This design comes from an exercise in tuning for small area, a short achievable clock period and few clock cycles on the open sky130 flow, not from production work.
No run shown here included a check of the RTL's function; only the layout flow was run.
Power is estimated from default activity; no workload was simulated.

==> flow/design.v <==
module lhb_rx #(
    parameter FRAME_CAP = 100            
) (
    input  wire        clk,
    input  wire        rst,              
    input  wire        rx_valid,
    input  wire [7:0]  rx_data,
    output wire        rx_ready,
    output wire        m_valid,
    output wire [7:0]  m_data,
    output wire        m_last,
    output wire        m_empty,          
    input  wire        m_ready,
    output wire        e_valid,
    output wire [3:0]  e_code,
    output wire [7:0]  e_arg,
    output wire [15:0] e_len,
    output wire [3:0]  e_stat,
    input  wire        e_ready
);
    localparam RD_TAP   = FRAME_CAP - 1;     
    localparam RING_LEN = FRAME_CAP + 1;     
    localparam SW       = 7;                 
    localparam BQ_N     = 3;                 
    localparam [1:0] E_FRAME_OVERFLOW = 2'd1;
    localparam [1:0] E_SYNC_LOST      = 2'd2;
    localparam [1:0] E_DECODE_ERROR   = 2'd3;
    localparam [1:0] S_SEEK_START = 2'd0,
                     S_ACC        = 2'd1,
                     S_SEEK_END   = 2'd2;
    localparam [1:0] R_SEP  = 2'd0,          
                     R_PEND = 2'd1,          
                     R_BODY = 2'd2,          
                     R_SKIP = 2'd3;          
    reg  [8*RING_LEN-1:0] ring;
    wire [7:0] ring_last = ring[8*RING_LEN-1 -: 8];
    wire [7:0] rd_x      = ring[8*RD_TAP+7 -: 8];       
    wire [7:0] rd_nx     = ring[8*(RD_TAP-1)+7 -: 8];   
    reg        rdy_q;                    
    reg        ib_v;                     
    reg        ib_z;                     
    reg [7:0]  ib_d;
    reg [1:0]  ws;                       
    reg [6:0]  flen;                     
    reg [6:0]  wblk;                     
    reg        live;                     
    reg        wrapped;                  
    reg [SW-1:0] ostage;                 
    reg [SW-1:0] nstage;                 
    reg [1:0]  rmode;
    reg [6:0]  rblk;                     
    reg [5:0]  wseq, rseq;
    reg [6*BQ_N-1:0] bq;
    reg [BQ_N-1:0]   bq_v;               
    reg        mv_q, ml_q, me_q;
    reg [7:0]  md_q;
    reg        ev_q;
    reg [1:0]  ec_q;
    reg        es_q;
    reg [7:0]  ea_q;
    reg [6:0]  el_q;
    assign rx_ready = rdy_q;
    assign m_valid  = mv_q;
    assign m_data   = md_q;
    assign m_last   = ml_q;
    assign m_empty  = me_q;
    assign e_valid  = ev_q;
    assign e_code   = {2'b00, ec_q};
    assign e_arg    = ea_q;
    assign e_len    = {9'd0, el_q};
    assign e_stat   = {es_q, 3'b000};
    function [SW-1:0] inc_stage(input [SW-1:0] s);
        inc_stage = (s == RING_LEN-1) ? {SW{1'b0}} : s + 1'b1;
    endfunction
    wire midframe  = (ws == S_ACC) && (flen != 0);
    wire o_top     = (ostage == RING_LEN-1);
    wire n_top     = (nstage == RING_LEN-1);
    wire slot_free = !live || (!o_top && !wrapped);
    wire contig    = (nstage == 0);
    wire bq_full   = bq_v[BQ_N-1];
    wire blk_end   = (wblk == 7'd1);
    wire c_sync_lost = (ws == S_SEEK_START) && !ib_z;
    wire c_first     = (ws == S_ACC) && (flen == 0) && !ib_z;
    wire c_end       = midframe && ib_z;
    wire c_data      = midframe && !ib_z && (flen != FRAME_CAP);
    wire c_overflow  = midframe && !ib_z && (flen == FRAME_CAP);
    wire c_dec_err   = c_end && !blk_end;
    wire need_err    = c_sync_lost || c_dec_err || c_overflow;
    wire c_bad       = c_dec_err || c_overflow;
    wire w_ok = (!need_err || !ev_q) &&
                (!c_first || slot_free) &&
                (!midframe || ib_z || (slot_free && contig)) &&
                (!c_end || (slot_free && contig)) &&
                (!c_bad || !bq_full);
    wire w_take = ib_v && w_ok;
    wire wr_body = w_take && (c_first || c_data);
    wire wr_term = w_take && (c_end || c_overflow);
    wire wr_fill = !midframe && slot_free;
    wire wrote   = wr_body || wr_term || wr_fill;
    wire v_push  = wr_term;
    wire v_bad   = w_take && c_bad;
    wire e_raise = w_take && need_err;
    wire [6:0] blk_load = ib_d[7] ? 7'h7F : ib_d[6:0];
    wire at_tap  = live && (ostage == RD_TAP);
    wire x_zero  = (rd_x == 8'h00);
    wire nx_zero = (rd_nx == 8'h00);
    wire v_have  = (wseq != rseq);
    wire v_good  = !(bq_v[0] && bq[5:0] == rseq);
    wire r_one   = (rmode == R_SEP) && !x_zero && nx_zero;    
    wire r_need  = r_one || (rmode == R_PEND);                
    wire r_emit  = (r_need && v_good) || (rmode == R_BODY);
    wire r_nx_ok = !((rmode == R_SEP) && !x_zero && (nstage == RD_TAP));   
    wire r_can   = at_tap && (!r_need || v_have) && r_nx_ok;
    wire r_take  = r_can && (!r_emit || !mv_q || m_ready);
    wire v_pop   = r_take && r_need;
    wire bq_pop  = v_pop && !v_good;
    wire last_one  = (ostage == nstage);           
    wire live_d    = wrote || (live && !(r_take && last_one));
    wire [SW-1:0] ostage_d = (!live || (r_take && last_one)) ? {SW{1'b0}} :
                             r_take ? ostage : inc_stage(ostage);
    wire [SW-1:0] nstage_d = wrote ? {SW{1'b0}} : inc_stage(nstage);
    wire wrapped_d = !n_top && (wrapped || (live && o_top));
    wire [BQ_N-1:0] bq_v_d = bq_pop ? ({1'b0, bq_v[BQ_N-1:1]} | (v_bad ? bq_v : {BQ_N{1'b0}}))
                                    : v_bad ? {bq_v[BQ_N-2:0], 1'b1} : bq_v;
    wire free_c  = !(live && (ostage == RING_LEN-2) && !r_take) && !wrapped_d;
    wire cont_c  = wrote || n_top;
    wire ev_c    = e_raise || (ev_q && !e_ready);
    wire bq_c    = !bq_full && !(bq_v[BQ_N-2] && ib_v && midframe &&
                                 (ib_z ? !blk_end : (flen == FRAME_CAP)));
    wire rdy_d   = free_c && cont_c && !ev_c && bq_c;
    always @(posedge clk)
        ring <= {ring[8*(RING_LEN-1)-1:0],
                 wrote ? (wr_body ? ib_d : 8'h00) : ring_last};
    always @(posedge clk) begin
        if (w_take || !ib_v) begin
            ib_d <= rx_data;
            ib_z <= (rx_data == 8'h00);
        end
        if (bq_pop || v_bad) begin : bq_upd
            integer i;
            for (i = 0; i < BQ_N; i = i + 1)
                if (v_bad && (bq_pop ? (i == 0 ? bq_v[0] && !bq_v[1] : bq_v[i] && (i == BQ_N-1 || !bq_v[i+1]))
                                     : (i == 0 ? !bq_v[0] : bq_v[i-1] && !bq_v[i])))
                    bq[6*i +: 6] <= wseq;
                else if (bq_pop)
                    bq[6*i +: 6] <= (i == BQ_N-1) ? 6'd0 : bq[6*(i+1) +: 6];
        end
        if (r_take && r_emit) begin
            md_q <= (rblk == 7'd1) ? 8'h00 : rd_x;
            ml_q <= nx_zero;
            me_q <= (rmode == R_SEP);
        end
        if (e_raise) begin
            ec_q <= c_sync_lost ? E_SYNC_LOST : c_overflow ? E_FRAME_OVERFLOW : E_DECODE_ERROR;
            es_q <= c_dec_err;
            ea_q <= c_dec_err ? 8'h00 : ib_d;
            el_q <= c_sync_lost ? 7'd0 : c_overflow ? FRAME_CAP[6:0] : flen;
        end
    end
    always @(posedge clk) begin
        if (rst) begin
            rdy_q   <= 1'b1;
            ib_v    <= 1'b0;
            ws      <= S_SEEK_START;
            flen    <= 7'd0;
            wblk    <= 7'd1;
            live    <= 1'b0;
            wrapped <= 1'b0;
            ostage  <= {SW{1'b0}};
            nstage  <= {SW{1'b0}};
            rmode   <= R_SEP;
            rblk    <= 7'd1;
            wseq    <= 6'd0;
            rseq    <= 6'd0;
            bq_v    <= {BQ_N{1'b0}};
            mv_q    <= 1'b0;
            ev_q    <= 1'b0;
        end else begin
            rdy_q   <= rdy_d;
            ib_v    <= (rx_valid && rdy_q) || (ib_v && !w_take);
            if (w_take) begin
                case (ws)
                S_SEEK_START: ws <= ib_z ? S_ACC : S_SEEK_END;
                S_SEEK_END:   if (ib_z) ws <= S_SEEK_START;
                default:      if (c_end) ws <= S_SEEK_START;
                              else if (c_overflow) ws <= S_SEEK_END;
                endcase
                if (c_first || c_data)
                    flen <= flen + 1'b1;
                else if (c_end || c_overflow)
                    flen <= 7'd0;
                if (c_first || (c_data && blk_end))
                    wblk <= blk_load;
                else if (c_data)
                    wblk <= wblk - 1'b1;
            end
            live    <= live_d;
            wrapped <= wrapped_d;
            ostage  <= ostage_d;
            nstage  <= nstage_d;
            if (r_take) begin
                case (rmode)
                R_SEP: if (!x_zero && !nx_zero) begin
                    rmode <= R_PEND;
                    rblk  <= rd_x[6:0];
                end
                R_SKIP: if (x_zero) rmode <= R_SEP;
                default: begin   
                    if (rmode == R_PEND && !v_good)
                        rmode <= R_SKIP;
                    else begin
                        rmode <= nx_zero ? R_SEP : R_BODY;
                        rblk  <= (rblk == 7'd1) ? rd_x[6:0] : rblk - 1'b1;
                    end
                end
                endcase
            end
            if (v_push) wseq <= wseq + 1'b1;
            if (v_pop)  rseq <= rseq + 1'b1;
            bq_v <= bq_v_d;
            if (r_take && r_emit)
                mv_q <= 1'b1;
            else if (m_ready)
                mv_q <= 1'b0;
            ev_q <= ev_c;
        end
    end
endmodule
==> flow/run.sh <==
#!/bin/bash
# synth_recipe.tcl (not shown) runs the flow's synth.tcl, then flattens the netlist and writes it again
# the make line also repeats each setting of config.mk as NAME=value (left out here)
make -C /OpenROAD-flow-scripts/flow DESIGN_CONFIG=/design/flow/config.mk WORK_HOME=/design/flow/orfs CLKGATE_MAP_FILE= SYNTH_SCRIPT=/design/flow/synth_recipe.tcl finish
==> flow/config.mk <==
export PLATFORM = sky130hd
export DESIGN_NAME = lhb_rx
export DESIGN_NICKNAME = lhb_rx
export VERILOG_FILES = /design/flow/design.v
export SDC_FILE = /design/flow/constraint.sdc
export NUM_CORES = 4
export LEC_CHECK = 0
export CAP_MARGIN = 20
export CORE_MARGIN = 2
export CORE_UTILIZATION = 40
export PLACE_DENSITY = 0.6
export SLEW_MARGIN = 20
==> flow/constraint.sdc <==
create_clock -name core_clock -period 10.0 [get_ports {clk}]
set_input_delay 2.0000 -clock core_clock [delete_from_list [all_inputs] [get_ports {clk}]]
set_output_delay 2.0000 -clock core_clock [all_outputs]
set_load 0.01 [all_outputs]
==> impl_results.md, run 1 <==
* Maximum clock rate at 259 MHz
* Post-synth EDFFs at 55
* Clock Sink Count at 923
* Most frequent cells in the layout: dfxtp_1 (868), clkbuf_16 (86), edfxtp_1 (55), nor2_1 (44), clkdlybuf4s50_1 (43)
* Die Y at 241 um
* Vias after detailed routing at 9,923
* Final hold violation count at 0
* CTS Buf Count at 83
* Crit end category: register
* Placed cell area at 23,600 um^2
* Ratio of cells with drive above 1 in the final layout at 10.6%
* Yosys top cell by area: dfxtp_1
* Syn Std Cell Area at 22,400 um^2
* Post-layout min period at 3870 ps
* Diodes inserted at 0
* Vias per std cell at 4.25
* GR Overflow Total at 0
* Hold buffer count at CTS at 0
* R2R depth at 8
* Pre-CTS setup slack at 5510 ps
* Slew margin rel. at 44.9%
* Hold Crit Class: register to register
* Core ar. at 55,200 um^2
* Vias in the first global route at 9,824
* GP Congestion at 0.750
* Lkg Pwr at 10.2 nW
* FFs w/ async S/R, synth at 0%
* Final worst setup slack at 6130 ps
* Flop2flop setup slack at 6620 ps
* Setup-failing EPs final at 0
* Sequential cell area fraction in the yosys report at 85.0%
* Synth top area cells: dfxtp_1 (78%), edfxtp_1 (7.4%), ha_1 (0.95%)
* #FFs+latches synth at 923
* Clock root buffer: clkbuf_16
* R2R Path End: ea_q[0]
* GRT Total Usage at 10.9%
* Buffers inserted by post-CTS timing repair at 0
* DIE WIDTH at 241 um
* Final worst-path cycle share at 38.7%
* # fillers at 4,691
* Post-synth top area share at 77.6%
* # DRC at 0
* Peak VDD IR at 125 uV
* Largest net degree at the start of global routing at 40
* Clock Path Buffers at 3
* CTS tree: built
* Final Skew at 23.6 ps
* Worst slew pin tran at 820 ps
* Clock-pin slew on the worst setup and hold paths at 60 ps
* Commonest non-fill, non-tap cell in the layout: dfxtp_1
* Final Max Tran Viols at 0
* Max-Cap Viols at 0
* RSZ-0062 raised after global routing: no
* Run status: timing/DRC/antenna clean
* Full die area at 57,900 um^2
* H-tree levels at 3
* Nets at 1,555
* Pwr dens at 260 nW/um^2
* Average wire per standard cell at 12.9 um
* Setup TNS at 0 ps
* Worst R2R Start: flen[0]
* Hold-critical path depth at 0
* Initial Util at 40.6%
* Antenna violations before repair at 0
* Hold Path Sink: ring[90]
* Fin area at 26,300 um^2
* Hold_ws at 305 ps
* Total wire length at 30,200 um
* Ys flop type: dfxtp_1
* WP data arrival at 4130 ps
* Hold path start: ring[82]
* Setup CP Type: input port to register
* Area growth, synth to finish at 17.4%
* Post-cts resize count at 0
* IO Pins at 58
* Port bufs at 43
* Latest clock arrival within the worst-skew pair at 630 ps
* Std-Cell Rows at 86
* Startpoint types: input port
* Mapped Cells at 1,423
* Syn avg cell area at 15.7 um^2
* Required time of the critical path at 10,270 ps
* First-pass GRT wire length at 50,200 um
* Netlist cell types at 86
* Synthesis warning total at 2
* DRT Pass-1 Iters at 5
* Worst-path maximum fanout at 7
* Final ANT Viol Nets at 0
* DP Wirelength at 17,200 um
* 1st-iter DRT viols at 534
==> synth_stat cells (5+ instances only) <==
cell and instances:
nand2_1 34, buf_4 15, nand3_1 19, a21oi_1 38, o21ai_1 7, mux2_4 7
nor4_1 6, dfxtp_1 868, and3_1 8, o311ai_1 5, inv_1 28, nand4_1 17
nor2b_1 15, buf_2 10, nor2_1 44, xor2_1 9, clkbuf_1 13, and2_1 19
mux2_1 7, xnor2_1 21, edfxtp_1 55, o31ai_1 9, ha_1 17, nor3_1 13
o21ai_0 19, nand2b_1 6, or3_1 12, a22o_1 9
==> per-layer routing <==
layer / part of all wire, % / track usage, % / routed length [um]
met5: 0 / 0 / 0
met1: 52 / 15.8 / 15800
met2: 39 / 14.6 / 11800
met3: 5.6 / 3.42 / 1700
met4: 3.1 / 5.16 / 950
==> through the flow <==
stage / util, % / total power (W) / cells
2_1_floorplan: - / 0.00383 / 1436
3_3_place_gp: 42.7 / 0.00385 / 2188
3_5_place_dp: 42.7 / 0.00385 / 2188
4_1_cts: 47.6 / 0.00693 / 2337
5_1_grt: 47.6 / 0.00708 / 2337
6_report: 47.6 / 0.00684 / 2337
==> cell families (layout without fill, tap and decap cells) <==
kind of cell / after synthesis / in the layout / share of synthesized area (%)
xor gates and xnor gates: 30 / 30 / 1.17
DFF: 923 / 923 / 85.0
muxes: 17 / 17 / 0.956
AOI/OAI and AO/OA: 135 / 135 / 4.42
buffers and inverters: 69 / 222 / 1.57
and+or+nand+nor: 231 / 231 / 5.91
adders and majority gates: 17 / 17 / 0.950
other: 1 / 14 / 0.0168
==> state kept, by name (all words and copies together) (netlist names), 3 cells and up <==
name,count
el_q,7
flen,7
nstage,7
ring,808
rblk,7
ib_d,8
ea_q,8
md_q,8
rseq,6
wblk,7
bq_v,3
bq,18
ostage,7
wseq,6
==> worst max-delay path, stage by stage <==
cell,delay [ps]
clkdlybuf4s50_1,470
nand3b_1,130
nand4_1,110
and2b_2,320
and3_1,220
inv_1,110
ha_1,270
a21oi_1,500
==> report_power, final <==
group	leakage, nW	switching (W)	internal, W
clock	1.33	0.00133	0.00174
sequential	7.52	0.00000897	0.00372
combinational	1.34	0.0000236	0.0000184
total	10.2	0.00136	0.00548
==> cell type report <==
| class | count | area (um^2) | share of cell area [%] |
|---|---|---|---|
| inverters | 28 | 105 | 0.400 |
| clock inverters | 29 | 282 | 1.07 |
| repair buffers | 45 | 445 | 1.69 |
| clock buffers | 120 | 2430 | 9.24 |
| well taps | 748 | 936 | 3.56 |
| flip-flops and latches | 923 | 19000 | 72.4 |
| multi-input cells | 444 | 3060 | 11.6 |
==> how the worst max path moves through the flow <==
| stage | start | to | depth (start not counted) |
|---|---|---|---|
| 2_1_floorplan | flen[0] | ea_q[0] | 8 |
| 5_1_grt | m_ready | bq[0] | 8 |
| 3_3_place_gp | m_ready | bq[3] | 8 |
| 6_report | m_ready | bq[4] | 8 |
| 3_5_place_dp | m_ready | bq[4] | 8 |
| 4_1_cts | ev_q | e_valid | 1 |
==> inputs of run 2 (changes only) <==
--- a/flow/config.mk
+++ b/flow/config.mk
@@ -10,2 +10,4 @@
 export CORE_UTILIZATION = 40
+export CTS_BUF_LIST = sky130_fd_sc_hd__clkbuf_4 sky130_fd_sc_hd__clkbuf_8
+export CTS_CLUSTER_SIZE = 30
 export PLACE_DENSITY = 0.6
==> impl_results.md, run 2 <==
* Run status: timing/DRC/antenna clean
* Final Max Tran Viols at 0 (unchanged)
* Critical Path Start: ev_q
* Delay-heaviest family, CP: buffers and inverters
* GRT Total Usage at 11.2% (+0.37 points)
* Most common cell in the netlist: dfxtp_1
* Setup-failing EPs final at 0 (unchanged)
* Setup CP Type: register to primary output
* #FFs+latches synth at 923 (unchanged)
* WP depth at 1 (-7)
* Post-Synth XOR/XNOR Area at 1.17% (unchanged)
* Final ANT Viol Nets at 0 (unchanged)
* Total wire length at 30,700 um (+1.6%)
* R2R Path End: ea_q[1]
* DIE WIDTH at 241 um (unchanged)
* Required time of the critical path at 8000 ps (-2270 ps)
* Int Pwr at 0.00543 W (-0.89%)
* Ratio of cells with drive above 1 in the final layout at 16.1% (+5.5 points)
* IO Pins at 58 (unchanged)
* Peak VDD IR at 157 uV (+26%)
* Std-Cell Rows at 86 (unchanged)
* Vias after detailed routing at 10,200 (+3.0%)
* Post-synth top cells: dfxtp_1 (868), edfxtp_1 (55), nor2_1 (44), a21oi_1 (38), nand2_1 (34)
* Pre-CTS setup slack at 5510 ps (unchanged)
* Final Skew at 16.6 ps (-7.07 ps)
* Commonest non-fill, non-tap cell in the layout: dfxtp_1
* DP Wirelength at 17,200 um (unchanged)
* Maximum clock rate at 259 MHz (about the same)
* Clock root buffer: clkbuf_8
* Clock Path Buffers at 3 (unchanged)
* Pwr dens at 257 nW/um^2 (-1.3%)
* NetSw at 0.00134 W (-1.3%)
* First-pass GRT wire length at 51,200 um (+1.9%)
* Post-synth EDFFs at 55 (unchanged)
* Critical Path, Cell by Cell: clkdlybuf4s50_1
* Regs by FF count: ring x808, bq x18
* Ys flop type: dfxtp_1
* Startpoint types: register
* Max-Cap Viols at 0 (unchanged)
* Vias in the first global route at 10,300 (+5.1%)
* Max reg flops at 808 (unchanged)
* Slew margin rel. at 45.9% (+1.0 points)
* Final Core Density at 47.8% (+0.15 points)
* Sw frac at 19.8% (-0.070 points)
* Vias per std cell at 4.23 (-0.43%)
* Largest family of logic cells by synthesized area: simple AND/OR/NAND/NOR gates
* Largest net degree at the start of global routing at 40 (unchanged)
* Final worst-path cycle share at 38.7% (about the same)
* Setup TNS at 0 ps (unchanged)
* Slowest stage delay, CP at 610 ps (+110 ps)
* Yosys top cell by area: dfxtp_1
* Port bufs at 43 (unchanged)
* Synth top area cells: dfxtp_1 (78%), edfxtp_1 (7.4%), ha_1 (0.95%)
* Buffers inserted by post-CTS timing repair at 0 (unchanged)
* Final hold violation count at 0 (unchanged)
* Synth Area in Adders at 0.950% (unchanged)
* Antenna violations before repair at 1 (+1)
* Clk pwr share at 44.3% (-0.6 points)
* Flop2flop setup slack at 6650 ps (+30 ps)
* 1st-iter DRT viols at 552 (+3.4%)
* Clock-pin slew on the worst setup and hold paths at 60 ps (about the same)
* Area growth, synth to finish at 17.8%
* Syn avg cell area at 15.7 um^2 (unchanged)
* CTS Buf Count at 133 (+60%)
* Compound-Gate Fraction of Synth Area at 4.42% (unchanged)
* Clock Sink Count at 923 (unchanged)
* RSZ-0062 raised after global routing: no
* Worst-path maximum fanout at 7 (unchanged)
* CTS tree: built
* Final worst setup slack at 6130 ps (-1.26 ps)
* Largest reg by FF count: ring
* Full die area at 57,900 um^2 (unchanged)
* Latest clock arrival within the worst-skew pair at 740 ps (+110 ps)
* Post-synth top area share at 77.6% (unchanged)
* Die Y at 241 um (unchanged)
* Lkg Pwr at 10.3 nW (+1.3%)
* Simple-gate area share of the yosys netlist at 5.91% (unchanged)
* Mux contribution to synthesized area at 0.956% (unchanged)
* Hold Crit Class: register to register
* GR Overflow Total at 0 (unchanged)
* R2R depth at 8 (unchanged)
* Mapped Cells at 1,423 (unchanged)
* Syn Std Cell Area at 22,400 um^2 (unchanged)
* FFs w/ async S/R, synth at 0% (unchanged)
* Crit end category: primary output
* Slowest CP cell: clkdlybuf4s50_1
* Post-cts resize count at 0 (unchanged)
* Sequential cell area fraction in the yosys report at 85.0% (unchanged)
* Synthesis warning total at 2 (unchanged)
* Hold buffer count at CTS at 0 (unchanged)
* Average wire per standard cell at 12.7 um (-1.8%)
* Worst R2R Start: flen[0]
* # DRC at 0 (unchanged)
* Nets at 1,605 (+3.2%)
* Most frequent cells in the layout: dfxtp_1 (868), clkbuf_8 (160), edfxtp_1 (55), nor2_1 (44), clkdlybuf4s50_1 (43)
* Core ar. at 55,200 um^2 (unchanged)
* Post-layout min period at 3870 ps (+1.26 ps)
* Gate power share at 0.6% (about the same)
* Initial Util at 40.6% (unchanged)
* WP data arrival at 1870 ps (-2260 ps)
* Critical path endpoint: e_valid
* Worst slew pin tran at 805 ps (-15.1 ps)
* GP Congestion at 0.750 (unchanged)
* Netlist cell types at 86 (unchanged)
* Worst path bufs/invs at 1 (-1)
* DRT Pass-1 Iters at 5 (unchanged)
* H-tree levels at 4 (+1)
* Sequential share of power at 55.1% (+0.6 points)
run 2: cell count changes in the layout (fill, tap and decap cells not counted), moves of 2 or more:
cell        delta
diode_2        +2
clkinv_1       -2
inv_16         -4
clkinvlp_4     +4
clkbuf_1      -19
clkbuf_16     -86
clkbuf_4      +42
bufinv_16      +2
clkinv_4       -3
clkbuf_8     +145
run 2: how the worst min path moves through the flow:
stage | from | slack (ps) | to | cells past startpoint
finish | ring[334] | 310 | ring[342] | 0
global route | ring[334] | 310 | ring[342] | 0
CTS | ring[25] | 310 | ring[33] | 0
detailed placement | ring[502] | 310 | ring[510] | 0
global placement | ring[254] | 310 | ring[262] | 0
floorplan | ring[92] | 310 | ring[100] | 0
run 2: area by class of cell:
class | count | area [um^2]
diodes | 2 | 5.00
clock buffers | 202 | 2520
clock inverters | 26 | 274
fillers | 4696 | 28800
inverters | 28 | 105
multi-input cells | 444 | 3060
flip-flops and latches | 923 | 19000
well taps | 748 | 936
repair buffers | 45 | 445
run 2: stage by stage:
step	hold WS, ps	instance area, um^2	total power (W)	instances
after global routing	313	26400	0.00705	2417
after detailed placement	312	23600	0.00385	2188
after global placement	310	23600	0.00385	2188
after CTS	309	26400	0.00688	2416
after floorplan	310	22400	0.00383	1436
final	311	26400	0.00677	2418
run 2: cell families after synthesis:
kind of cell    after synthesis
buf+inv                      69
simple gates                231
flops                       923
compound gates              135
other cells                   1
fa+ha+maj                    17
mux                          17
xor+xnor                     30
run 2: power groups by stage:
stage          Clock (W)  Sequential (W)  Combinational, W
3_3_place_gp           0         0.00381         0.0000414
2_1_floorplan          0         0.00381         0.0000254
4_1_cts          0.00311         0.00373         0.0000424
3_5_place_dp           0         0.00381         0.0000419
5_1_grt          0.00327         0.00373         0.0000460
6_report         0.00300         0.00373         0.0000422
run 2: per-layer routing:
| layer | global-route usage (%) | up-vias | routed length (um) |
|---|---|---|---|
| met5 | 0 | - | 0 |
| met4 | 7.81 | 0 | 1050 |
| met3 | 3.51 | 82 | 1660 |
| met2 | 14.7 | 252 | 12100 |
| met1 | 15.7 | 4823 | 16000 |
| li1 | - | 5066 | - |
==> inputs of run 3 (changes only) <==
--- a/flow/config.mk
+++ b/flow/config.mk
@@ -9,6 +9,4 @@
 export CORE_MARGIN = 2
-export CORE_UTILIZATION = 40
-export CTS_BUF_LIST = sky130_fd_sc_hd__clkbuf_4 sky130_fd_sc_hd__clkbuf_8
-export CTS_CLUSTER_SIZE = 30
-export PLACE_DENSITY = 0.6
+export CORE_UTILIZATION = 70
+export PLACE_DENSITY = 0.85
 export SLEW_MARGIN = 20
==> impl_results.md, run 3 <==
* Slowest stage delay, CP at 520 ps (-90 ps)
* CTS tree: built
* FFs w/ async S/R, synth at 0% (unchanged)
* Buffers inserted by post-CTS timing repair at 0 (unchanged)
* Total wire length at 40,100 um (+31%)
* Hold buffer count at CTS at 0 (unchanged)
* Setup CP Type: input port to register
* Required time of the critical path at 10,230 ps (+2230 ps)
* Worst slew pin tran at 806 ps (+1.41 ps)
* GP Congestion at 0.855 (+14%)
* Nets at 1,549 (-3.5%)
* Core ar. at 31,600 um^2 (-43%)
* Largest reg by FF count: ring
* DRT Pass-1 Iters at 5 (unchanged)
* Post-synth EDFFs at 55 (unchanged)
* Max reg flops at 808 (unchanged)
* Final Skew at 15.1 ps (-1.53 ps)
* GR Overflow Total at 0 (unchanged)
* Setup-failing EPs final at 0 (unchanged)
* Average wire per standard cell at 20.2 um (+59%)
* Max-Cap Viols at 0 (unchanged)
* Flop2flop setup slack at 6800 ps (+150 ps)
* Largest net degree at the start of global routing at 40 (unchanged)
* Synth top area cells: dfxtp_1 (78%), edfxtp_1 (7.4%), ha_1 (0.95%)
* Full die area at 33,400 um^2 (-42%)
* Post-synth top cells: dfxtp_1 (868), edfxtp_1 (55), nor2_1 (44), a21oi_1 (38), nand2_1 (34)
* Startpoint types: input port
* Diodes inserted at 0 (-2)
* Vias per std cell at 5.37 (+27%)
* Ratio of cells with drive above 1 in the final layout at 10.2% (-5.9 points)
* Run status: timing/DRC/antenna clean
* Clock Path Buffers at 3 (unchanged)
* Maximum clock rate at 250 MHz (-3.4%)
* Hold-critical path depth at 0 (unchanged)
* R2R depth at 8 (unchanged)
* Hold Crit Class: register to register
* # DRC at 0 (unchanged)
* Slowest CP cell: a21oi_1
* DP Wirelength at 19,200 um (+11%)
* # fillers at 1,438 (-69%)
* Crit end category: register
* Yosys top cell by area: dfxtp_1
* Fin area at 25,900 um^2 (-1.9%)
* GRT Total Usage at 24.8% (+14 points)
* Port bufs at 43 (unchanged)
* Post-synth top area share at 77.6% (unchanged)
* Post-layout min period at 4000 ps (+136 ps)
* Sequential cell area fraction in the yosys report at 85.0% (unchanged)
* First-pass GRT wire length at 63,600 um (+24%)
* Vias in the first global route at 11,400 (+9.9%)
* Regs by FF count: ring x808, bq x18
* Hold_ws at 315 ps (+3.64 ps)
* H-tree levels at 3 (-1)
* Netlist cell types at 86 (unchanged)
* Lkg Pwr at 10.2 nW (-1.4%)
* Commonest non-fill, non-tap cell in the layout: dfxtp_1
* Worst-path maximum fanout at 7 (unchanged)
* Std-Cell Rows at 65 (-24%)
* Critical Path Start: m_ready
* Clock Sink Count at 923 (unchanged)
* Delay-heaviest family, CP: simple AND/OR/NAND/NOR gates
* Most frequent cells in the layout: dfxtp_1 (868), clkbuf_16 (82), edfxtp_1 (55), nor2_1 (44), clkdlybuf4s50_1 (43)
* DIE WIDTH at 183 um (-24%)
* 1st-iter DRT viols at 929 (+68%)
* Syn Std Cell Area at 22,400 um^2 (unchanged)
* Clock-pin slew on the worst setup and hold paths at 70 ps (about the same)
* Pwr dens at 269 nW/um^2 (+4.6%)
* Final ANT Viol Nets at 0 (unchanged)
* Critical Path, Cell by Cell: clkdlybuf4s50_1 > nand3b_1 > nand4_1 > and2b_2 > and3_1 > inv_1 > ha_1 > a21oi_1
* Critical path endpoint: bq[3]
* Most common cell in the netlist: dfxtp_1
* Initial Util at 70.9% (+30 points)
* WP data arrival at 4230 ps (+2360 ps)
* Worst path bufs/invs at 2 (+1)
* Area growth, synth to finish at 15.6%
* R2R Path End: wblk[0]
* Final hold violation count at 0 (unchanged)
* CTS Buf Count at 77 (-42%)
* Final Max Tran Viols at 0 (unchanged)
* Vias after detailed routing at 10,600 (+4.1%)
* Antenna violations before repair at 1 (unchanged)
* Synthesis warning total at 2 (unchanged)
* Final worst-path cycle share at 40.0% (+1.4 points)
* RSZ-0062 raised after global routing: no
* Peak VDD IR at 192 uV (+23%)
* #FFs+latches synth at 923 (unchanged)
* Clock root buffer: clkbuf_16
* Post-cts resize count at 0 (unchanged)
* Setup TNS at 0 ps (unchanged)
* IO Pins at 58 (unchanged)
* Die Y at 183 um (-24%)
* Mapped Cells at 1,423 (unchanged)
* WP depth at 8 (+7)
* Ys flop type: dfxtp_1
* Placed cell area at 23,100 um^2 (-1.8%)
* Worst R2R Start: nstage[0]
* Syn avg cell area at 15.7 um^2 (unchanged)
* Footprint of the multi-input gates at 3060 um^2 (unchanged)
* Sequential Area at 19,000 um^2 (unchanged)
* Slew margin rel. at 46.3% (+0.35 points)
* Latest clock arrival within the worst-skew pair at 590 ps (-150 ps)
[run 3: cells by family after synthesis]
group,Yosys count,share of synthesized area (%)
xor gates and xnor gates,30,1.17
buffers and inverters,69,1.57
other,1,0.0168
adders and majority gates,17,0.950
AOI/OAI and AO/OA,135,4.42
and+or+nand+nor,231,5.91
muxes,17,0.956
DFF,923,85.0
[run 3: worst min path at each step]
stage                endpoint      start  slack (ps)
floorplan           ring[100]   ring[92]         310
global placement    ring[614]  ring[606]         310
detailed placement  ring[136]  ring[128]         310
CTS                 ring[198]  ring[190]         310
global route        ring[198]  ring[190]         310
finish               ring[67]   ring[59]         310
[run 3: final cells by class]
cell class | instances | share of cell area [%]
flip-flops and latches | 923 | 73.5
multi-input cells | 444 | 11.8
clock buffers | 113 | 8.77
well taps | 402 | 1.94
clock inverters | 28 | 1.78
repair buffers | 45 | 1.72
inverters | 28 | 0.406
[run 3: power by group]
part	internal [W]	switching, W
clock	0.00183	0.00135
sequential	0.00372	0.00000990
combinational	0.0000186	0.0000248
[run 3: metal layers]
| metal | vias to the layer above | global-route usage [%] | wire [um] |
|---|---|---|---|
| met5 | - | 0 | 0 |
| met4 | 0 | 9.98 | 1430 |
| met3 | 132 | 4.77 | 2360 |
| met2 | 432 | 43.4 | 20200 |
| met1 | 5138 | 30.6 | 16100 |
| li1 | 4945 | - | - |
[run 3: metrics by stage]
stage	cells	setup slack (ps)	total power (W)	utilization [%]
CTS	1983	6060	0.00700	82.0
detailed placement	1842	5490	0.00385	73.3
global placement	1842	5560	0.00385	73.3
global route	1983	5890	0.00714	82.0
finish	1983	6000	0.00695	82.0
floorplan	1436	6260	0.00383	-
==> inputs of run 4 (changes only) <==
--- a/flow/design.v
+++ b/flow/design.v
@@ -54,2 +54,3 @@
     reg [BQ_N-1:0]   bq_v;               
+    reg        rz_x, rz_nx;              
     reg        mv_q, ml_q, me_q;
@@ -104,4 +105,4 @@
     wire at_tap  = live && (ostage == RD_TAP);
-    wire x_zero  = (rd_x == 8'h00);
-    wire nx_zero = (rd_nx == 8'h00);
+    wire x_zero  = rz_x;
+    wire nx_zero = rz_nx;
     wire v_have  = (wseq != rseq);
@@ -113,5 +114,6 @@
     wire r_can   = at_tap && (!r_need || v_have) && r_nx_ok;
-    wire r_take  = r_can && (!r_emit || !mv_q || m_ready);
-    wire v_pop   = r_take && r_need;
-    wire bq_pop  = v_pop && !v_good;
+    wire out_ok  = !mv_q || m_ready;
+    wire r_take  = r_can && (!r_emit || out_ok);
+    wire v_pop   = r_can && r_need && (!v_good || out_ok);
+    wire bq_pop  = r_can && r_need && !v_good;
     wire last_one  = (ostage == nstage);           
@@ -130,5 +132,8 @@
     wire rdy_d   = free_c && cont_c && !ev_c && bq_c;
-    always @(posedge clk)
-        ring <= {ring[8*(RING_LEN-1)-1:0],
-                 wrote ? (wr_body ? ib_d : 8'h00) : ring_last};
+    always @(posedge clk) begin
+        ring  <= {ring[8*(RING_LEN-1)-1:0],
+                  wrote ? (wr_body ? ib_d : 8'h00) : ring_last};
+        rz_x  <= (ring[8*(RD_TAP-1)+7 -: 8] == 8'h00);
+        rz_nx <= (ring[8*(RD_TAP-2)+7 -: 8] == 8'h00);
+    end
     always @(posedge clk) begin
@@ -147,3 +152,3 @@
         end
-        if (r_take && r_emit) begin
+        if (out_ok) begin
             md_q <= (rblk == 7'd1) ? 8'h00 : rd_x;
--- a/flow/config.mk
+++ b/flow/config.mk
@@ -10,2 +10,4 @@
 export CORE_UTILIZATION = 70
+export CTS_CLUSTER_DIAMETER = 100
+export CTS_CLUSTER_SIZE = 30
 export PLACE_DENSITY = 0.85
==> impl_results.md, run 4 <==
* GR Overflow Total at 0 (unchanged)
* Final hold violation count at 0 (unchanged)
* Die Y at 182 um (-0.25%)
* Port bufs at 43 (unchanged)
* Vias after detailed routing at 9,696 (-8.9%)
* Worst R2R Start: wblk[0]
* Hold path start: ring[387]
* Post-synth top area share at 78.2% (+0.59 points)
* Most common cell in the netlist: dfxtp_1
* # fillers at 1,717 (+19%)
* Hold buffer count at CTS at 0 (unchanged)
* Commonest non-fill, non-tap cell in the layout: dfxtp_1
* Maximum clock rate at 271 MHz (+8.5%)
* Synth top area cells: dfxtp_1 (78%), edfxtp_1 (7.4%), ha_1 (0.96%)
* WP data arrival at 4110 ps (-120 ps)
* Met3 wire len at 1520 um (-36%)
* Area growth, synth to finish at 7.87%
* Peak VDD IR at 172 uV (-11%)
* Syn Std Cell Area at 22,300 um^2 (-0.52%)
* Pwr dens at 229 nW/um^2 (-15%)
* Worst-path maximum fanout at 7 (unchanged)
* Required time of the critical path at 10,420 ps (+190 ps)
* Sequential cell area fraction in the yosys report at 85.6% (+0.62 points)
* Max reg flops at 808 (unchanged)
* Buffers inserted by post-CTS timing repair at 0 (unchanged)
* IO Pins at 58 (unchanged)
* Ratio of cells with drive above 1 in the final layout at 5.21% (-5.0 points)
* Latest clock arrival within the worst-skew pair at 550 ps (-40 ps)
* H-tree levels at 2 (-1)
* Clock root buffer: clkbuf_16
* Regs by FF count: ring x808, bq x18
* Setup CP Type: input port to register
* Final Core Density at 76.3% (-5.7 points)
* CTS Buf Count at 36 (-53%)
* Vias per std cell at 5.16 (-3.9%)
* Std-Cell Rows at 65 (unchanged)
* Startpoint types: input port
* Initial Util at 70.7% (-0.19 points)
* 1st-iter DRT viols at 717 (-23%)
* Slew margin rel. at 27.1% (-19 points)
* Nets at 1,499 (-3.2%)
* R2R depth at 7 (-1)
* Yosys top cell by area: dfxtp_1
* Critical Path, Cell by Cell: clkdlybuf4s50_1 > nor2b_1 > o31ai_1 > a21oi_1 > or4_1 > a21o_1 > a221oi_1
* Max-Cap Viols at 0 (unchanged)
* Post-synth top cells: dfxtp_1 (870), edfxtp_1 (55), nor2_1 (42), a21oi_1 (38), nand2_1 (30)
* RSZ-0062 raised after global routing: no
* Largest net degree at the start of global routing at 42 (+5.0%)
* Post-layout min period at 3690 ps (-313 ps)
* Final Skew at 16.9 ps (+1.90 ps)
* Hold Path Sink: ring[395]
* Post-cts resize count at 0 (unchanged)
* FFs w/ async S/R, synth at 0% (unchanged)
* Synthesis warning total at 2 (unchanged)
* GP Congestion at 0.844 (-1.3%)
* DIE WIDTH at 182 um (-0.25%)
* Lkg Pwr at 9.19 nW (-9.7%)
* Hold Crit Class: register to register
* Netlist cell types at 73 (-15%)
* Setup TNS at 0 ps (unchanged)
* Post-synth EDFFs at 55 (unchanged)
* Syn avg cell area at 15.7 um^2 (-0.24%)
* Run status: timing/DRC/antenna clean
* DP Wirelength at 18,700 um (-2.4%)
* # DRC at 0 (unchanged)
* DRT Pass-1 Iters at 5 (unchanged)
* Final ANT Viol Nets at 0 (unchanged)
* Vias in the first global route at 9,844 (-13%)
* Clock-pin slew on the worst setup and hold paths at 110 ps (+40 ps)
* GRT Total Usage at 20.2% (-4.6 points)
* Full die area at 33,300 um^2 (-0.51%)
* Crit end category: register
* Slowest CP cell: or4_1
* Setup-failing EPs final at 0 (unchanged)
* Antenna violations before repair at 0 (-1)
* Most frequent cells in the layout: dfxtp_1 (870), edfxtp_1 (55), clkdlybuf4s50_1 (43), nor2_1 (42)
* Clock Path Buffers at 3 (unchanged)
* Hold-critical path depth at 0 (unchanged)
* Diodes inserted at 0 (unchanged)
* Total wire length at 32,700 um (-18%)
* #FFs+latches synth at 925 (+0.22%)
* Largest reg by FF count: ring
* Core ar. at 31,500 um^2 (-0.26%)
* Top sig layer: met4
* Flop2flop setup slack at 6430 ps (-370 ps)
* Slowest stage delay, CP at 700 ps (+180 ps)
* Average wire per standard cell at 17.4 um (-14%)
* Final worst-path cycle share at 36.9% (-3.1 points)
* Clock Sink Count at 925 (+0.22%)
* Met2 wire length at 15,700 um (-22%)
* Final Max Tran Viols at 0 (unchanged)
* Ys flop type: dfxtp_1
* First-pass GRT wire length at 52,700 um (-17%)
* CTS tree: built
* Mapped Cells at 1,419 (-0.28%)
* R2R Path End: el_q[6]
* Worst slew pin tran at 1080 ps (+274 ps)
* Met1 WL at 14,900 um (-7.7%)
==> run 4: final cells by class <==
type	count	area (um^2)	area share, %
Sequential cell	925	19100	79.4
Clock inverter	2	22.5	0.0938
Inverter	29	109	0.453
Multi-Input combinational cell	432	2900	12.1
Tap cell	402	503	2.09
Clock buffer	45	977	4.07
Timing Repair Buffer	45	445	1.85
==> run 4: worst max path at each step <==
stage                        from      end  slack, ps  depth (start not counted)
after detailed placement  m_ready  rblk[6]       5940                          7
after floorplan           m_ready  rblk[6]       6600                          7
after global routing      wblk[0]  el_q[5]       6050                          7
after CTS                 m_ready  rblk[6]       6370                          7
after global placement    m_ready  rblk[6]       6010                          7
final                     m_ready  rblk[6]       6310                          7
==> run 4: where the power goes <==
part / switching (W) / internal (W) / leakage, nW
sequential: 0.00000780 / 0.00373 / 7.52
combinational: 0.0000222 / 0.0000166 / 1.18
clock: 0.00102 / 0.000702 / 0.488
==> run 4: routing by layer <==
metal / vias to the layer above / global-route usage (%)
li1: 4756 / -
met5: - / 0
met2: 231 / 33.9
met1: 4656 / 28.0
met4: 0 / 5.13
met3: 53 / 3.01
==> run 4: cell families after synthesis <==
family	after synthesis	share of synthesized area, %
AO/OA/AOI/OAI	135	4.15
XOR/XNOR	33	1.30
adder cells (fa/ha/maj)	17	0.955
buffers and inverters	75	1.58
flip-flops	925	85.6
multiplexers	19	0.938
other	1	0.0168
AND/OR/NAND/NOR	214	5.42
==> run 4: worst max-delay path, delay by kind of cell <==
kind | cells | cell delay (ps)
and+or+nand+nor | 2 | 780
buffers and inverters | 1 | 450
AOI/OAI and AO/OA | 4 | 870
==> run 4: stage by stage <==
step	std cells	total power [W]	hold slack, ps	cell area [um^2]	worst slack (ps)
2_1_floorplan	1432	0.00384	310	22300	6600
3_3_place_gp	1833	0.00385	310	23000	6010
3_5_place_dp	1833	0.00386	312	23000	5940
4_1_cts	1880	0.00552	328	24000	6370
5_1_grt	1880	0.00565	335	24000	6050
6_report	1880	0.00549	325	24000	6310
==> inputs of run 5 (changes only) <==
--- a/flow/config.mk
+++ b/flow/config.mk
@@ -10,4 +10,4 @@
 export CORE_UTILIZATION = 70
-export CTS_CLUSTER_DIAMETER = 100
-export CTS_CLUSTER_SIZE = 30
+export CTS_CLUSTER_DIAMETER = 80
+export CTS_CLUSTER_SIZE = 24
 export PLACE_DENSITY = 0.85
==> impl_results.md, run 5 <==
* Sequential cell area fraction in the yosys report at 85.6% (unchanged)
* Final Skew at 18.6 ps (+1.64 ps)
* Most common cell in the netlist: dfxtp_1
* Synthesis warning total at 2 (unchanged)
* DRT Pass-1 Iters at 5 (unchanged)
* GP Congestion at 0.844 (unchanged)
* Final ANT Viol Nets at 0 (unchanged)
* Setup CP Type: register to primary output
* Vias per std cell at 5.18 (+0.38%)
* Average wire per standard cell at 17.4 um (+0.24%)
* Gate power share at 0.7% (about the same)
* Vias after detailed routing at 9,779 (+0.86%)
* # DRC at 0 (unchanged)
* R2R depth at 7 (unchanged)
* #FFs+latches synth at 925 (unchanged)
* Int Pwr at 0.00455 W (+2.4%)
* DIE WIDTH at 182 um (unchanged)
* Final hold violation count at 0 (unchanged)
* Yosys top cell by area: dfxtp_1
* Hold Crit Class: register to register
* Area growth, synth to finish at 8.66%
* First-pass GRT wire length at 53,200 um (+1.0%)
* Final worst-path cycle share at 36.2% (-0.67 points)
* Worst path bufs/invs at 1 (unchanged)
* CTS tree: built
* Max-Cap Viols at 0 (unchanged)
* Slew margin rel. at 32.9% (+5.8 points)
* Compound-Gate Fraction of Synth Area at 4.15% (unchanged)
* Commonest non-fill, non-tap cell in the layout: dfxtp_1
* Dpl cells at 1,833 (unchanged)
* GR Overflow Total at 0 (unchanged)
* Slowest CP cell: clkdlybuf4s50_1
* Full die area at 33,300 um^2 (unchanged)
* Post-synth EDFFs at 55 (unchanged)
* Max reg flops at 808 (unchanged)
* Std-Cell Rows at 65 (unchanged)
* Final worst setup slack at 6380 ps (+67.4 ps)
* Post-cts resize count at 0 (unchanged)
* Required time of the critical path at 8000 ps (-2420 ps)
* Setup-failing EPs final at 0 (unchanged)
* Clock Path Buffers at 3 (unchanged)
* Slowest stage delay, CP at 590 ps (-110 ps)
* Clock-pin slew on the worst setup and hold paths at 90 ps (-20 ps)
* Post-synth top area share at 78.2% (unchanged)
* 1st-iter DRT viols at 696 (-2.9%)
* Setup TNS at 0 ps (unchanged)
* Ratio of cells with drive above 1 in the final layout at 5.65% (+0.44 points)
* FFs w/ async S/R, synth at 0% (unchanged)
* H-tree levels at 2 (unchanged)
* Die Y at 182 um (unchanged)
* Nets at 1,507 (+0.53%)
* CTS Buf Count at 44 (+22%)
* Synth top area cells: dfxtp_1 (78%), edfxtp_1 (7.4%), ha_1 (0.96%)
* Total wire length at 33,000 um (+0.72%)
* Mux contribution to synthesized area at 0.938% (unchanged)
* DP Wirelength at 18,700 um (unchanged)
* Fin cells at 1,889 (+0.48%)
* Post-Synth XOR/XNOR Area at 1.30% (unchanged)
* Port bufs at 43 (unchanged)
* Post-synth top cells: dfxtp_1 (870), edfxtp_1 (55), nor2_1 (42), a21oi_1 (38), nand2_1 (30)
* Ys flop type: dfxtp_1
* Largest reg by FF count: ring
* Initial Util at 70.7% (unchanged)
* Syn avg cell area at 15.7 um^2 (unchanged)
* NetSw at 0.00109 W (+3.7%)
* Simple-gate area share of the yosys netlist at 5.42% (unchanged)
* Mapped Cells at 1,419 (unchanged)
* Buffers inserted by post-CTS timing repair at 0 (unchanged)
* Hold buffer count at CTS at 0 (unchanged)
* Synth Area in Adders at 0.955% (unchanged)
* Crit end category: primary output
* WP depth at 1 (-6)
* GRT Total Usage at 20.3% (+0.12 points)
* Maximum clock rate at 276 MHz (+1.9%)
* Lkg Pwr at 9.27 nW (+0.89%)
* Post-layout min period at 3620 ps (-67.4 ps)
* Regs by FF count: ring x808, bq x18
* Clock root buffer: clkbuf_16
* Largest net degree at the start of global routing at 42 (unchanged)
* IO Pins at 58 (unchanged)
* Final Max Tran Viols at 0 (unchanged)
* Worst-path maximum fanout at 5 (-2)
* Hold-critical path depth at 0 (unchanged)
* Core ar. at 31,500 um^2 (unchanged)
* Critical Path, Cell by Cell: clkdlybuf4s50_1
* Syn Std Cell Area at 22,300 um^2 (unchanged)
* Clock Sink Count at 925 (unchanged)
* Latest clock arrival within the worst-skew pair at 570 ps (+20 ps)
* Most frequent cells in the layout: dfxtp_1 (870), edfxtp_1 (55), clkbuf_16 (44), clkdlybuf4s50_1 (43), nor2_1 (42)
* Largest family of logic cells by synthesized area: simple AND/OR/NAND/NOR gates
* Antenna violations before repair at 1 (+1)
* Delay-heaviest family, CP: buffers and inverters
* Pre-CTS setup slack at 5940 ps (unchanged)
* Peak VDD IR at 181 uV (+5.1%)
* Netlist cell types at 73 (unchanged)
* Startpoint types: register
* Clk pwr share at 33.1% (+1.8 points)
* Sequential share of power at 66.2% (-1.8 points)
* Run status: timing/DRC/antenna clean
* WP data arrival at 1620 ps (-2490 ps)
* Pwr dens at 233 nW/um^2 (+1.9%)
* Worst slew pin tran at 994 ps (-86.1 ps)
* Final Core Density at 76.9% (+0.56 points)
* Sw frac at 19.3% (+0.19 points)
* Hold_ws at 324 ps (-1.01 ps)
* RSZ-0062 raised after global routing: no
* Vias in the first global route at 10,000 (+2.0%)
## run 5: cell counts after synthesis
No cell type changed its count.
## run 5: layout make-up
cell class | count | area (um^2)
inverters | 29 | 109
clock inverters | 3 | 41.3
fillers | 1712 | 7280
repair buffers | 45 | 445
flip-flops and latches | 925 | 19100
multi-input cells | 432 | 2900
diodes | 1 | 2.50
clock buffers | 52 | 1130
well taps | 402 | 503
## run 5: power groups by stage
stage                     registers, W  clock network [W]   logic, W
after floorplan                0.00382                  0  0.0000232
after global placement         0.00382                  0  0.0000369
after detailed placement       0.00382                  0  0.0000381
after CTS                      0.00373            0.00191  0.0000385
after global routing           0.00373            0.00203  0.0000423
final                          0.00373            0.00187  0.0000388
## run 5: logic make-up after synthesis
family,Yosys count
AO/OA/AOI/OAI,135
XOR/XNOR,33
adder cells (fa/ha/maj),17
buffers and inverters,75
flip-flops,925
multiplexers,19
other,1
AND/OR/NAND/NOR,214
## run 5: worst paths after layout
path	startpoint	to	slack (ps)
max reg2reg	wblk[0]	es_q	6450
max	ev_q	e_valid	6380
min	ring[123]	ring[131]	320
min reg2reg	ring[123]	ring[131]	320
## run 5: through the flow
stage / area [um^2] / total power (W)
6_report: 24200 / 0.00564
5_1_grt: 24200 / 0.00581
4_1_cts: 24200 / 0.00568
3_5_place_dp: 23000 / 0.00386
3_3_place_gp: 23000 / 0.00385
2_1_floorplan: 22300 / 0.00384
## run 5: routing by layer
layer	vias to the layer above	track usage [%]	part of all wire [%]
met2	288	34.0	48
li1	4780	-	-
met3	71	3.53	5.0
met4	0	5.52	2.2
met1	4640	27.7	45
met5	-	0	0
==> inputs of run 6 (changes only) <==
--- a/flow/design.v
+++ b/flow/design.v
@@ -127,4 +127,5 @@
     wire free_c  = !(live && (ostage == RING_LEN-2) && !r_take) && !wrapped_d;
-    wire cont_c  = wrote || n_top;
-    wire ev_c    = e_raise || (ev_q && !e_ready);
+    wire wrote_c = slot_free && (!midframe || (ib_v && contig && !ev_q && !bq_full));
+    wire cont_c  = wrote_c || n_top;
+    wire ev_c    = (ib_v && need_err) || (ev_q && !e_ready);
     wire bq_c    = !bq_full && !(bq_v[BQ_N-2] && ib_v && midframe &&
@@ -132,2 +133,3 @@
     wire rdy_d   = free_c && cont_c && !ev_c && bq_c;
+    wire ev_d    = e_raise || (ev_q && !e_ready);
     always @(posedge clk) begin
@@ -137,2 +139,18 @@
         rz_nx <= (ring[8*(RD_TAP-2)+7 -: 8] == 8'h00);
+    end
+    always @(posedge clk) begin
+        ostage <= ostage_d;
+        nstage <= nstage_d;
+        if (w_take && (c_first || c_data))
+            flen <= flen + 1'b1;
+        else if (ws == S_SEEK_START)
+            flen <= 7'd0;
+        if (w_take && (c_first || (c_data && blk_end)))
+            wblk <= blk_load;
+        else if (w_take && c_data)
+            wblk <= wblk - 1'b1;
+        if (r_take && (rmode == R_SEP || rblk == 7'd1))
+            rblk <= rd_x[6:0];
+        else if (r_take)
+            rblk <= rblk - 1'b1;
     end
@@ -157,3 +175,3 @@
         end
-        if (e_raise) begin
+        if (!ev_q) begin
             ec_q <= c_sync_lost ? E_SYNC_LOST : c_overflow ? E_FRAME_OVERFLOW : E_DECODE_ERROR;
@@ -169,10 +187,5 @@
             ws      <= S_SEEK_START;
-            flen    <= 7'd0;
-            wblk    <= 7'd1;
             live    <= 1'b0;
             wrapped <= 1'b0;
-            ostage  <= {SW{1'b0}};
-            nstage  <= {SW{1'b0}};
             rmode   <= R_SEP;
-            rblk    <= 7'd1;
             wseq    <= 6'd0;
@@ -192,10 +205,2 @@
                 endcase
-                if (c_first || c_data)
-                    flen <= flen + 1'b1;
-                else if (c_end || c_overflow)
-                    flen <= 7'd0;
-                if (c_first || (c_data && blk_end))
-                    wblk <= blk_load;
-                else if (c_data)
-                    wblk <= wblk - 1'b1;
             end
@@ -203,19 +208,8 @@
             wrapped <= wrapped_d;
-            ostage  <= ostage_d;
-            nstage  <= nstage_d;
             if (r_take) begin
                 case (rmode)
-                R_SEP: if (!x_zero && !nx_zero) begin
-                    rmode <= R_PEND;
-                    rblk  <= rd_x[6:0];
-                end
-                R_SKIP: if (x_zero) rmode <= R_SEP;
-                default: begin   
-                    if (rmode == R_PEND && !v_good)
-                        rmode <= R_SKIP;
-                    else begin
-                        rmode <= nx_zero ? R_SEP : R_BODY;
-                        rblk  <= (rblk == 7'd1) ? rd_x[6:0] : rblk - 1'b1;
-                    end
-                end
+                R_SEP:   if (!x_zero && !nx_zero) rmode <= R_PEND;
+                R_SKIP:  if (x_zero) rmode <= R_SEP;
+                default: rmode <= (rmode == R_PEND && !v_good) ? R_SKIP :
+                                  nx_zero ? R_SEP : R_BODY;
                 endcase
@@ -229,3 +223,3 @@
                 mv_q <= 1'b0;
-            ev_q <= ev_c;
+            ev_q <= ev_d;
         end
==> impl_results.md, run 6 <==
* Yosys top cell by area: dfxtp_1
* Hold Path Sink: ring[191]
* Antenna violations before repair at 2 (+1)
* # fillers at 1,653 (-3.4%)
* #FFs+latches synth at 925 (unchanged)
* Hold-critical path depth at 0 (unchanged)
* Std-Cell Rows at 65 (unchanged)
* GRT Total Usage at 20.4% (+0.064 points)
* Final hold violation count at 0 (unchanged)
* Gate power share at 0.9% (+0.2 points)
* Post-cts resize count at 0 (unchanged)
* Fin cells at 1,849 (-2.1%)
* Syn Std Cell Area at 22,300 um^2 (+0.23%)
* Maximum clock rate at 254 MHz (-7.9%)
* Final Core Density at 77.3% (+0.44 points)
* Setup-failing EPs final at 0 (unchanged)
* Clock root buffer: clkbuf_16
* Peak VDD IR at 183 uV (+1.3%)
* Vias after detailed routing at 9,333 (-4.6%)
* Setup TNS at 0 ps (unchanged)
* Setup CP Type: input port to register
* Worst-path maximum fanout at 17 (+12)
* Vias in the first global route at 9,881 (-1.5%)
* Total wire length at 32,800 um (-0.39%)
* Most frequent cells in the layout: dfxtp_1 (849), edfxtp_1 (76), nor2_1 (54), clkbuf_16 (44), clkdlybuf4s50_1 (43)
* Diodes inserted at 0 (-1)
* R2R Path End: bq[7]
* GP Congestion at 0.797 (-5.5%)
* Hold buffer count at CTS at 0 (unchanged)
* DIE WIDTH at 183 um (+0.11%)
* R2R depth at 8 (+1)
* Vias per std cell at 5.05 (-2.5%)
* Most common cell in the netlist: dfxtp_1
* Hold path start: ring[183]
* Port bufs at 43 (unchanged)
* Average wire per standard cell at 17.8 um (+1.8%)
* Final ANT Viol Nets at 0 (unchanged)
* Footprint of the multi-input gates at 2820 um^2 (-2.5%)
* GR Overflow Total at 0 (unchanged)
* DP Wirelength at 18,800 um (+0.69%)
* IO Pins at 58 (unchanged)
* First-pass GRT wire length at 52,500 um (-1.4%)
* Pre-CTS setup slack at 5540 ps (-401 ps)
* Clock Path Buffers at 3 (unchanged)
* Ratio of cells with drive above 1 in the final layout at 5.74% (+0.083 points)
* RSZ-0062 raised after global routing: no
* Run status: timing/DRC/antenna clean
* Int Pwr at 0.00458 W (+0.75%)
* Lkg Pwr at 9.55 nW (+3.0%)
* Post-synth top cells: dfxtp_1 (849), edfxtp_1 (76), nor2_1 (54), xor2_1 (28)
* FFs w/ async S/R, synth at 0% (unchanged)
* CTS tree: built
* Mapped Cells at 1,361 (-4.1%)
* Dpl cells at 1,789 (-2.4%)
* Synthesis warning total at 2 (unchanged)
* # DRC at 0 (unchanged)
* Sw frac at 19.5% (+0.17 points)
* Sequential share of power at 65.9% (-0.3 points)
* Buffers inserted by post-CTS timing repair at 0 (unchanged)
* Largest reg by FF count: ring
* Nets at 1,463 (-2.9%)
* Worst R2R Start: flen[0]
* H-tree levels at 2 (unchanged)
* Regs by FF count: ring x808, bq x18
* Latest clock arrival within the worst-skew pair at 580 ps (about the same)
* Final Skew at 26.8 ps (+8.26 ps)
* Largest net degree at the start of global routing at 27 (-36%)
* Sequential cell area fraction in the yosys report at 86.4% (+0.74 points)
* Max-Cap Viols at 0 (unchanged)
* Full die area at 33,300 um^2 (+0.23%)
* Placed cell area at 23,100 um^2 (+0.46%)
* Post-synth top area share at 76.2% (-2.1 points)
* Flop2flop setup slack at 6720 ps (+270 ps)
* Syn avg cell area at 16.4 um^2 (+4.5%)
* Netlist cell types at 76 (+4.1%)
* Pwr dens at 234 nW/um^2 (+0.39%)
* Core ar. at 31,500 um^2 (unchanged)
* DRT Pass-1 Iters at 5 (unchanged)
* Clk pwr share at 33.2% (about the same)
* Worst slew pin tran at 1000 ps (+8.04 ps)
* WP data arrival at 4270 ps (+2650 ps)
* Startpoint types: input port
* Hold Crit Class: register to register
* CTS Buf Count at 44 (unchanged)
* Required time of the critical path at 10,340 ps (+2340 ps)
* Area growth, synth to finish at 9.03%
* NetSw at 0.00111 W (+1.8%)
* Die Y at 183 um (+0.11%)
* Final worst-path cycle share at 39.3% (+3.1 points)
* Commonest non-fill, non-tap cell in the layout: dfxtp_1
* Crit end category: register
* Max reg flops at 808 (unchanged)
* Fin area at 24,300 um^2 (+0.57%)
* 1st-iter DRT viols at 525 (-25%)
* Sequential Area at 19,300 um^2 (+1.1%)
* Synth top area cells: dfxtp_1 (76%), edfxtp_1 (10%), xor2_1 (1.1%)
* Final worst setup slack at 6070 ps (-311 ps)
* Clock-pin slew on the worst setup and hold paths at 100 ps (about the same)
* Post-layout min period at 3930 ps (+311 ps)
* Slew margin rel. at 32.5% (-0.37 points)
* Ys flop type: dfxtp_1
* Final Max Tran Viols at 0 (unchanged)
* Clock Sink Count at 925 (unchanged)
* Post-synth EDFFs at 76 (+38%)
* Initial Util at 70.9% (+0.16 points)
==> run 6: cell count changes in the layout (fill, tap and decap cells not counted), moves of 8 or more <==
| cell | previous run | this run |
|---|---|---|
| nor2_1 | 42 | 54 |
| o31ai_1 | 10 | 2 |
| mux2_2 | 15 | 6 |
| dfxtp_1 | 870 | 849 |
| xor2_1 | 15 | 28 |
| edfxtp_1 | 55 | 76 |
| a21oi_1 | 38 | 24 |
| o21ai_0 | 26 | 16 |
==> run 6: routing by layer <==
metal | up-vias | wire length [um] | GRT usage (%)
li1 | 4564 | - | -
met5 | - | 0 | 0
met3 | 61 | 1450 | 3.29
met1 | 4499 | 14500 | 26.8
met4 | 0 | 817 | 6.39
met2 | 209 | 16000 | 35.0
==> run 6: kinds of logic after synthesis <==
group | after synthesis | share of synthesized area [%]
other | 1 | 0.0168
DFF | 925 | 86.4
xor gates and xnor gates | 50 | 1.96
buffers and inverters | 53 | 1.19
muxes | 30 | 1.57
and+or+nand+nor | 196 | 4.88
AOI/OAI and AO/OA | 89 | 3.05
adders and majority gates | 17 | 0.953
==> run 6: through the flow <==
step           hold WS [ps]  total power [W]
2_1_floorplan           310          0.00386
5_1_grt                 316          0.00586
3_5_place_dp            312          0.00389
6_report                312          0.00569
3_3_place_gp            310          0.00388
4_1_cts                 313          0.00574
==> run 6: worst max-delay path by stage <==
stage | cells past startpoint | endpoint | start
final | 6 | rblk[5] | m_ready
after floorplan | 5 | rblk[0] | m_ready
after global routing | 6 | rblk[5] | m_ready
after CTS | 6 | rblk[5] | m_ready
after global placement | 6 | rblk[0] | m_ready
after detailed placement | 6 | rblk[6] | m_ready
==> run 6: layout make-up <==
cell class | instances | area share (%)
inverters | 22 | 0.339
repair buffers | 44 | 1.80
well taps | 402 | 2.07
flip-flops and latches | 925 | 79.2
multi-input cells | 396 | 11.6
clock inverters | 4 | 0.252
clock buffers | 56 | 4.71
==> run 6: power by group through the flow <==
| stage | registers, W | clock network [W] | logic (W) |
|---|---|---|---|
| 3_5_place_dp | 0.00384 | 0 | 0.0000498 |
| 2_1_floorplan | 0.00384 | 0 | 0.0000293 |
| 5_1_grt | 0.00375 | 0.00205 | 0.0000556 |
| 6_report | 0.00375 | 0.00189 | 0.0000513 |
| 3_3_place_gp | 0.00384 | 0 | 0.0000474 |
| 4_1_cts | 0.00375 | 0.00193 | 0.0000513 |
==> run 6: worst max-delay path, cell delays in order <==
cell and delay, ps:
clkdlybuf4s50_1 520, nand2b_1 590, o311ai_1 180, buf_4 220
a21oi_2 350, mux2_2 400
==> inputs of run 7 (changes only) <==
--- a/flow/config.mk
+++ b/flow/config.mk
@@ -7,2 +7,3 @@
 export LEC_CHECK = 0
+export ABC_AREA = 1
 export CAP_MARGIN = 20
==> impl_results.md, run 7 <==
* Clock Path Buffers at 3 (unchanged)
* Required time of the critical path at 8000 ps (-2340 ps)
* Commonest non-fill, non-tap cell in the layout: dfxtp_1
* WP depth at 1 (-5)
* Clock-pin slew on the worst setup and hold paths at 90 ps (about the same)
* Lkg Pwr at 9.67 nW (+1.3%)
* Final Skew at 33.0 ps (+6.16 ps)
* Port bufs at 43 (unchanged)
* GR Overflow Total at 0 (unchanged)
* Clock root buffer: clkbuf_16
* Latest clock arrival within the worst-skew pair at 580 ps (about the same)
* 1st-iter DRT viols at 601 (+14%)
* M2 GR Usage at 38.0% (+3.0 points)
* Worst slew pin tran at 875 ps (-126 ps)
* Pre-CTS setup slack at 6280 ps (+744 ps)
* Sw frac at 19.6% (+0.13 points)
* Final ANT Viol Nets at 0 (unchanged)
* Std-Cell Rows at 65 (unchanged)
* Slowest stage delay, CP at 580 ps (about the same)
* Nets at 1,611 (+10%)
* Hold buffer count at CTS at 0 (unchanged)
* Slowest CP cell: clkdlybuf4s50_1
* R2R depth at 13 (+5)
* H-tree levels at 2 (unchanged)
* DIE WIDTH at 183 um (+0.36%)
* GR Layer Usage met3 at 4.25% (+0.96 points)
* Ratio of cells with drive above 1 in the final layout at 8.10% (+2.4 points)
* Gate power share at 1.1% (+0.2 points)
* Synthesis warning total at 2 (unchanged)
* #FFs+latches synth at 925 (unchanged)
* Hold Crit Class: register to register
* Synth top area cells: dfxtp_1 (76%), edfxtp_1 (10%), nand2_1 (1.9%)
* Average wire per standard cell at 17.6 um (-1.1%)
* Clk pwr share at 32.9% (-0.3 points)
* Core ar. at 31,600 um^2 (+0.26%)
* Most common cell in the netlist: dfxtp_1
* Largest reg by FF count: ring
* Most frequent cells in the layout: dfxtp_1 (849), nand2_1 (115), nor2_1 (85), inv_1 (84), edfxtp_1 (76)
* Setup-failing EPs final at 0 (unchanged)
* Hold_ws at 321 ps (+8.78 ps)
* Full die area at 33,600 um^2 (+0.72%)
* Diodes inserted at 0 (unchanged)
* Hold-critical path depth at 0 (unchanged)
* Max-Cap Viols at 0 (unchanged)
* Int Pwr at 0.00458 W (about the same)
* Worst path bufs/invs at 1 (-1)
* Setup TNS at 0 ps (unchanged)
* IO Pins at 58 (unchanged)
* Post-layout min period at 3550 ps (-379 ps)
* NetSw at 0.00112 W (+0.78%)
* Post-cts resize count at 0 (unchanged)
* Final hold violation count at 0 (unchanged)
* First-pass GRT wire length at 56,200 um (+7.1%)
* CTS tree: built
* CTS Buf Count at 44 (unchanged)
* Startpoint types: register
* Die Y at 183 um (+0.36%)
* Vias in the first global route at 10,500 (+6.3%)
* GR Layer Usage met1 at 27.5% (+0.73 points)
* Maximum clock rate at 281 MHz (+11%)
* Final Max Tran Viols at 0 (unchanged)
* Peak VDD IR at 217 uV (+19%)
* Sequential cell area fraction in the yosys report at 85.7% (-0.63 points)
* Final worst-path cycle share at 35.5% (-3.8 points)
* Sequential share of power at 65.9% (about the same)
* WP data arrival at 1550 ps (-2720 ps)
* Most Crowded Layer GR: met2
* Post-synth EDFFs at 76 (unchanged)
* FFs w/ async S/R, synth at 0% (unchanged)
* GP Congestion at 0.800 (+0.43%)
* Area growth, synth to finish at 8.77%
* Buffers inserted by post-CTS timing repair at 0 (unchanged)
* Largest net degree at the start of global routing at 26 (-3.7%)
* Setup CP Type: register to primary output
* Clock Sink Count at 925 (unchanged)
* Vias after detailed routing at 10,000 (+7.7%)
* Syn Std Cell Area at 22,500 um^2 (+0.74%)
* Syn avg cell area at 14.9 um^2 (-8.8%)
* Mapped Cells at 1,504 (+11%)
* Post-synth top area share at 75.6% (-0.56 points)
* RSZ-0062 raised after global routing: no
* Critical Path, Cell by Cell: clkdlybuf4s50_1
* Worst-path maximum fanout at 1 (-16)
* Crit end category: primary output
* DP Wirelength at 19,100 um (+1.7%)
* DRT Pass-1 Iters at 5 (unchanged)
* Total wire length at 35,000 um (+6.6%)
* Yosys top cell by area: dfxtp_1
* # DRC at 0 (unchanged)
* # fillers at 1,675 (+1.3%)
* Pwr dens at 233 nW/um^2 (-0.39%)
* Run status: timing/DRC/antenna clean
* Delay-heaviest family, CP: buffers and inverters
* GRT Total Usage at 21.6% (+1.3 points)
* Slew margin rel. at 41.6% (+9.1 points)
* Netlist cell types at 49 (-36%)
* Final worst setup slack at 6450 ps (+379 ps)
* Regs by FF count: ring x808, bq x18
* Ys flop type: dfxtp_1
* Post-synth top cells: dfxtp_1 (849), nand2_1 (115), nor2_1 (85), inv_1 (84), edfxtp_1 (76)
* Flop2flop setup slack at 6810 ps (+90 ps)
* Vias per std cell at 5.04 (-0.18%)
* Max reg flops at 808 (unchanged)
* Initial Util at 71.3% (+0.34 points)
* Antenna violations before repair at 1 (-1)
-- run 7: changes by cell type in the layout (fill, tap and decap cells not counted), sizes merged, moves of 12 or more --
cell and delta:
and2 -12, inv +75, mux2 -19, nand2 +104
nand3 +28, nor2 +38, o21ai +41, xnor2 -16
-- run 7: layer usage --
| layer | wire length [um] | share of wire, % | vias up |
|---|---|---|---|
| met5 | 0 | 0 | - |
| met4 | 783 | 2.2 | 0 |
| met3 | 1930 | 5.5 | 77 |
| met2 | 17600 | 50 | 295 |
| met1 | 14700 | 42 | 4807 |
| li1 | - | - | 4868 |
-- run 7: power groups by stage --
stage	Clock (W)	Combinational, W	Sequential (W)
after floorplan	0	0.0000348	0.00384
after global placement	0	0.0000587	0.00384
after detailed placement	0	0.0000614	0.00384
after CTS	0.00191	0.0000647	0.00376
after global routing	0.00204	0.0000703	0.00376
final	0.00188	0.0000650	0.00376
-- run 7: cell families (layout without fill, tap and decap cells) --
group | after synthesis | in the layout | synth area share, %
flops | 925 | 925 | 85.7
simple gates | 309 | 309 | 6.74
buf+inv | 124 | 199 | 2.53
compound gates | 100 | 100 | 2.93
xor+xnor | 28 | 28 | 1.09
fa+ha+maj | 17 | 17 | 0.946
other cells | 1 | 14 | 0.0167
-- run 7: layout make-up --
class                           instances  area (um^2)  area share, %
Clock buffer                           54         1140           4.66
Clock inverter                          3         43.8          0.179
Inverter                               99          377           1.54
Multi-Input combinational cell        468         2690           11.0
Sequential cell                       925        19300           78.8
Tap cell                              402          503           2.06
Timing Repair Buffer                   43          430           1.76
-- run 7: worst paths after layout --
kind                    end  startpoint
setup reg to reg     bq[17]     flen[0]
setup / recovery   e_arg[6]     ea_q[6]
hold reg to reg   ring[146]   ring[138]
hold / removal    ring[146]   ring[138]
-- run 7: per-stage QoR --
| stage | total power, W | utilization (%) | std cells | cell area, um^2 |
|---|---|---|---|---|
| finish | 0.00570 | 77.5 | 1994 | 24500 |
| CTS | 0.00573 | 77.5 | 1994 | 24500 |
| global route | 0.00586 | 77.5 | 1994 | 24500 |
| floorplan | 0.00387 | - | 1517 | 22500 |
| global placement | 0.00390 | 73.8 | 1937 | 23300 |
| detailed placement | 0.00390 | 73.8 | 1937 | 23300 |

Setup slack of run 7, layout unchanged: 6.446 ns with ideal ports, 6.396 ns with driving cells assumed (clock clkbuf_16, inputs buf_2), 6.198 ns with port delays also shifted by the 0.610 ns mid clock arrival.
